This design comes from an exercise in tuning for small area on the open sky130 flow, not from production work. Power and IR drop assume default switching activity.

==> flow/design.v <==
module dxl2_crc_table (
  input  wire [15:0] crc,
  input  wire [7:0]  b,
  output wire [7:0]  idx,
  output wire [15:0] nxt
);
  wire [7:0] i = crc[15:8] ^ b;
  wire       q = ^i[7:1];             
  wire       p = q ^ i[0];            
  assign idx = i;
  assign nxt = {crc[7] ^ p,
                crc[6:2],
                crc[1] ^ i[7],
                crc[0] ^ i[6] ^ i[7],
                i[5] ^ i[6],
                i[4] ^ i[5],
                i[3] ^ i[4],
                i[2] ^ i[3],
                i[1] ^ i[2],
                i[0] ^ i[1],
                q,
                p};
endmodule
module dxl2_rx (
  input  wire        clk,
  input  wire        rst,         
  input  wire        in_valid,
  input  wire [7:0]  in_byte,
  output wire        p_valid,     
  output wire [7:0]  p_data,
  output wire        f_valid,     
  output wire [2:0]  f_err,       
  output wire [7:0]  f_id,
  output wire [7:0]  f_inst,
  output wire [15:0] f_len,
  output wire [15:0] f_crc,       
  output wire        f_crc_ok     
);
  localparam [3:0] S_IDLE = 4'd0;
  localparam [3:0] S_FF1  = 4'd1;
  localparam [3:0] S_FF2  = 4'd2;
  localparam [3:0] S_H3   = 4'd3;    
  localparam [3:0] S_H4   = 4'd4;    
  localparam [3:0] S_H5   = 4'd5;    
  localparam [3:0] S_H6   = 4'd6;    
  localparam [3:0] S_H7   = 4'd7;    
  localparam [3:0] S_CRCH = 4'd8;    
  localparam [3:0] S_BW0  = 4'd12;
  localparam [3:0] S_BW1  = 4'd13;
  localparam [3:0] S_BW2  = 4'd14;
  localparam [3:0] S_BP   = 4'd15;
  localparam [15:0] CRC_HDR = 16'h0C0E;
  reg  [7:0]  b;           
  reg         v;           
  reg  [3:0]  st;
  reg         esc;         
  reg  [15:0] crc;         
  reg  [15:0] rem;         
  reg  [15:0] len_r;
  reg  [7:0]  id_r;
  reg  [7:0]  inst_r;
  wire [7:0]  idx;
  wire [15:0] crc_next;
  dxl2_crc_table u_crc (.crc(crc), .b(b), .idx(idx), .nxt(crc_next));
  wire b_ff   = (b == 8'hFF);
  wire b_fd   = (b == 8'hFD);
  wire b_00   = (b == 8'h00);
  wire body   = (st[3:2] == 2'b11);
  wire in_len = (st == S_H7) || body;           
  wire rem_hi0 = (rem[15:2] == 14'd0);
  wire rem2   = rem_hi0 && (rem[1:0] == 2'd2);
  wire len01  = (b == 8'h00) && (len_r[7:1] == 7'd0);   
  wire len0   = len01 && !len_r[0];
  wire last   = ((st == S_H6) && len0) || (st == S_CRCH);
  wire crc_l  = in_len && rem2;                 
  wire param  = body && !rem2 && !((st == S_BP) && b_fd);
  assign p_valid = v && param;
  assign p_data  = b;
  assign f_valid = v && last;
  wire short  = (len_r[15:2] == 14'd0) && !(len_r[1] && len_r[0]);
  wire id_bad = (id_r[7:2] == 6'h3F) && id_r[0];
  wire crc_ok = (idx == 8'h00) && (crc[7:0] == rem[15:8]);
  assign f_err    = short  ? 3'd1 :
                    id_bad ? 3'd4 :
                    !crc_ok ? 3'd5 :
                    esc    ? 3'd6 : 3'd0;
  assign f_id     = id_r;
  assign f_inst   = inst_r;
  assign f_len    = len_r;
  assign f_crc    = {b, rem[15:8]};
  assign f_crc_ok = crc_ok;
  reg [3:0] st_n;
  always @(*) begin
    case (st)
      S_IDLE: st_n = b_ff ? S_FF1 : S_IDLE;
      S_FF1:  st_n = b_ff ? S_FF2 : S_IDLE;
      S_FF2:  st_n = b_fd ? S_H3 : b_ff ? S_FF1 : S_IDLE;
      S_H3:   st_n = b_00 ? S_H4 : b_ff ? S_FF1 : S_IDLE;
      S_H4:   st_n = S_H5;
      S_H5:   st_n = S_H6;
      S_H6:   st_n = len01 ? (len_r[0] ? S_CRCH : S_IDLE) : S_H7;
      S_H7:   st_n = rem2 ? S_CRCH : (b_ff ? S_BW1 : S_BW0);
      S_BW0:  st_n = rem2 ? S_CRCH : (b_ff ? S_BW1 : S_BW0);
      S_BW1:  st_n = rem2 ? S_CRCH : (b_ff ? S_BW2 : S_BW0);
      S_BW2:  st_n = rem2 ? S_CRCH : (b_fd ? S_BP : b_ff ? S_BW2 : S_BW0);
      S_BP:   st_n = rem2 ? S_CRCH : (b_ff ? S_BW1 : S_BW0);
      default: st_n = S_IDLE;
    endcase
  end
  always @(posedge clk) begin
    b <= in_byte;
    v <= in_valid && !rst;
    if (v && (st == S_H6 || crc_l))
      rem <= {b, len_r[7:0]};
    else
      rem <= rem - {15'd0, v};
    if (rst) begin
      st <= S_IDLE;
    end else if (v) begin
      st <= st_n;
      if (st == S_H7)
        esc <= 1'b0;
      else if (st == S_BP && (rem2 || !b_fd))
        esc <= 1'b1;
      if (st[3:2] == 2'b00 && st != S_H3)
        crc <= CRC_HDR;
      else if (!crc_l)
        crc <= crc_next;
      if (st == S_H4)
        id_r <= b;
      if (st == S_H5)
        len_r[7:0] <= b;
      if (st == S_H5 || st == S_H6)
        len_r[15:8] <= b;
      if (st == S_H7)
        inst_r <= b;
    end
  end
endmodule
Settings: LEC_CHECK=0, CAP_MARGIN=20, CORE_MARGIN=2, CORE_UTILIZATION=40, SLEW_MARGIN=20; clock period 7.0 ns.
standard.sh (not shown) runs the stock make flow with config.mk's settings and CLKGATE_MAP_FILE= SYNTH_SCRIPT=/design/flow/synth_recipe.tcl, a recipe that flattens the netlist after the stock synthesis.
==> flow/flow/run.sh <==
#!/bin/bash
set -euo pipefail
here=$PWD
rm -rf "$here/scripts_abc"
cp -r "$FLOW_HOME/scripts" "$here/scripts_abc"
cp "$here/flow/abc_map.script" "$here/scripts_abc/abc_speed.script"
bash standard.sh SCRIPTS_DIR="$here/scripts_abc" synth > "$here/synth_make.log" 2>&1
bash standard.sh BUFFER_PORTS_ARGS="-buffer_cell sky130_fd_sc_hd__buf_1" \
  CTS_ARGS="-dont_use_dummy_load -sink_clustering_enable -root_buf sky130_fd_sc_hd__clkbuf_8 -buf_list sky130_fd_sc_hd__clkbuf_4 -sink_clustering_size 10" \
  finish > "$here/layout_make.log" 2>&1
==> flow/flow/abc_map.script <==
&get -n
&st
&syn2
&dch -f
&nf -R 1000 -p
&put
Rerun with:
--- a/flow/flow/run.sh
+++ b/flow/flow/run.sh
@@ -8,3 +8,3 @@
 bash standard.sh BUFFER_PORTS_ARGS="-buffer_cell sky130_fd_sc_hd__buf_1" \
-  CTS_ARGS="-dont_use_dummy_load -sink_clustering_enable -root_buf sky130_fd_sc_hd__clkbuf_8 -buf_list sky130_fd_sc_hd__clkbuf_4 -sink_clustering_size 10" \
+  CTS_ARGS="-dont_use_dummy_load -sink_clustering_enable -root_buf sky130_fd_sc_hd__clkbuf_4 -buf_list sky130_fd_sc_hd__clkbuf_4 -sink_clustering_size 8" \
   finish > "$here/layout_make.log" 2>&1
Result: The changed run ran to the end with no violations. Setup slack degrades by 87 ps. Combinational power barely changes. Power is lower by 5.9%. Global-route usage stays flat.
Rerun with:
--- a/flow/flow/run.sh
+++ b/flow/flow/run.sh
@@ -8,3 +8,3 @@
 bash standard.sh BUFFER_PORTS_ARGS="-buffer_cell sky130_fd_sc_hd__buf_1" \
-  CTS_ARGS="-dont_use_dummy_load -sink_clustering_enable -root_buf sky130_fd_sc_hd__clkbuf_4 -buf_list sky130_fd_sc_hd__clkbuf_4 -sink_clustering_size 8" \
+  CTS_ARGS="-dont_use_dummy_load -sink_clustering_enable -root_buf sky130_fd_sc_hd__clkbuf_4 -buf_list sky130_fd_sc_hd__clkbuf_4 -sink_clustering_size 5 -sink_clustering_max_diameter 25" \
   finish > "$here/layout_make.log" 2>&1
After rerunning: The changed run went through all stages and came out clean; register-to-register slack barely changes; clock-buffer cell count is unchanged; core utilization is unchanged; power is unchanged; setup slack is unchanged; wire length does not change; final area does not change.
Rerun with:
--- a/flow/flow/run.sh
+++ b/flow/flow/run.sh
@@ -8,3 +8,3 @@
 bash standard.sh BUFFER_PORTS_ARGS="-buffer_cell sky130_fd_sc_hd__buf_1" \
-  CTS_ARGS="-dont_use_dummy_load -sink_clustering_enable -root_buf sky130_fd_sc_hd__clkbuf_4 -buf_list sky130_fd_sc_hd__clkbuf_4 -sink_clustering_size 5 -sink_clustering_max_diameter 25" \
+  CTS_ARGS="-sink_clustering_enable -repair_clock_nets -dont_use_dummy_load -root_buf sky130_fd_sc_hd__clkbuf_8 -buf_list sky130_fd_sc_hd__clkbuf_4" \
   finish > "$here/layout_make.log" 2>&1
The new run finished with timing, DRC and antenna clean.
Setup slack improves by 87 ps.
Wire length hardly moves.
Utilization grows by 0.68 points.
Final cell count is unchanged.
Total power increases by a few percent.
Worst hold slack gets worse by 6.3 ps.
Register-to-register slack barely changes.
No functional check of the RTL was part of any run of this note.

separate check: timing with driven ports:
No port has a modelled driver above. Below, the same layouts with a new extraction and two added sets of constraints. Step 1 assumes that a clkbuf_16 drives the clock port and a buf_2 every other input. Step 2 also shifts input and output timing later by t, the mid clock arrival at the registers, as if the neighbouring blocks saw the same clock. a / b / c = no drivers / after step 1 / after step 2; a / b = the first two.
run | shift t [ns] | setup WS [ns] | worst hold slack (ns) | worst setup path after step 2 | worst data-port slew with drivers (ns)
the first run | 0.364 | 2.544 / 2.512 / 2.876 | 0.499 / 0.499 / 0.499 | register to output | 0.03
the second run | 0.427 | 2.457 / 2.428 / 2.856 | 0.505 / 0.505 / 0.505 | register to output | 0.03
the third run | 0.427 | 2.457 / 2.428 / 2.856 | 0.505 / 0.505 / 0.505 | register to output | 0.03
the fourth run | 0.364 | 2.544 / 2.512 / 2.876 | 0.499 / 0.499 / 0.499 | register to output | 0.03
After both steps setup and hold are still met in every run listed.
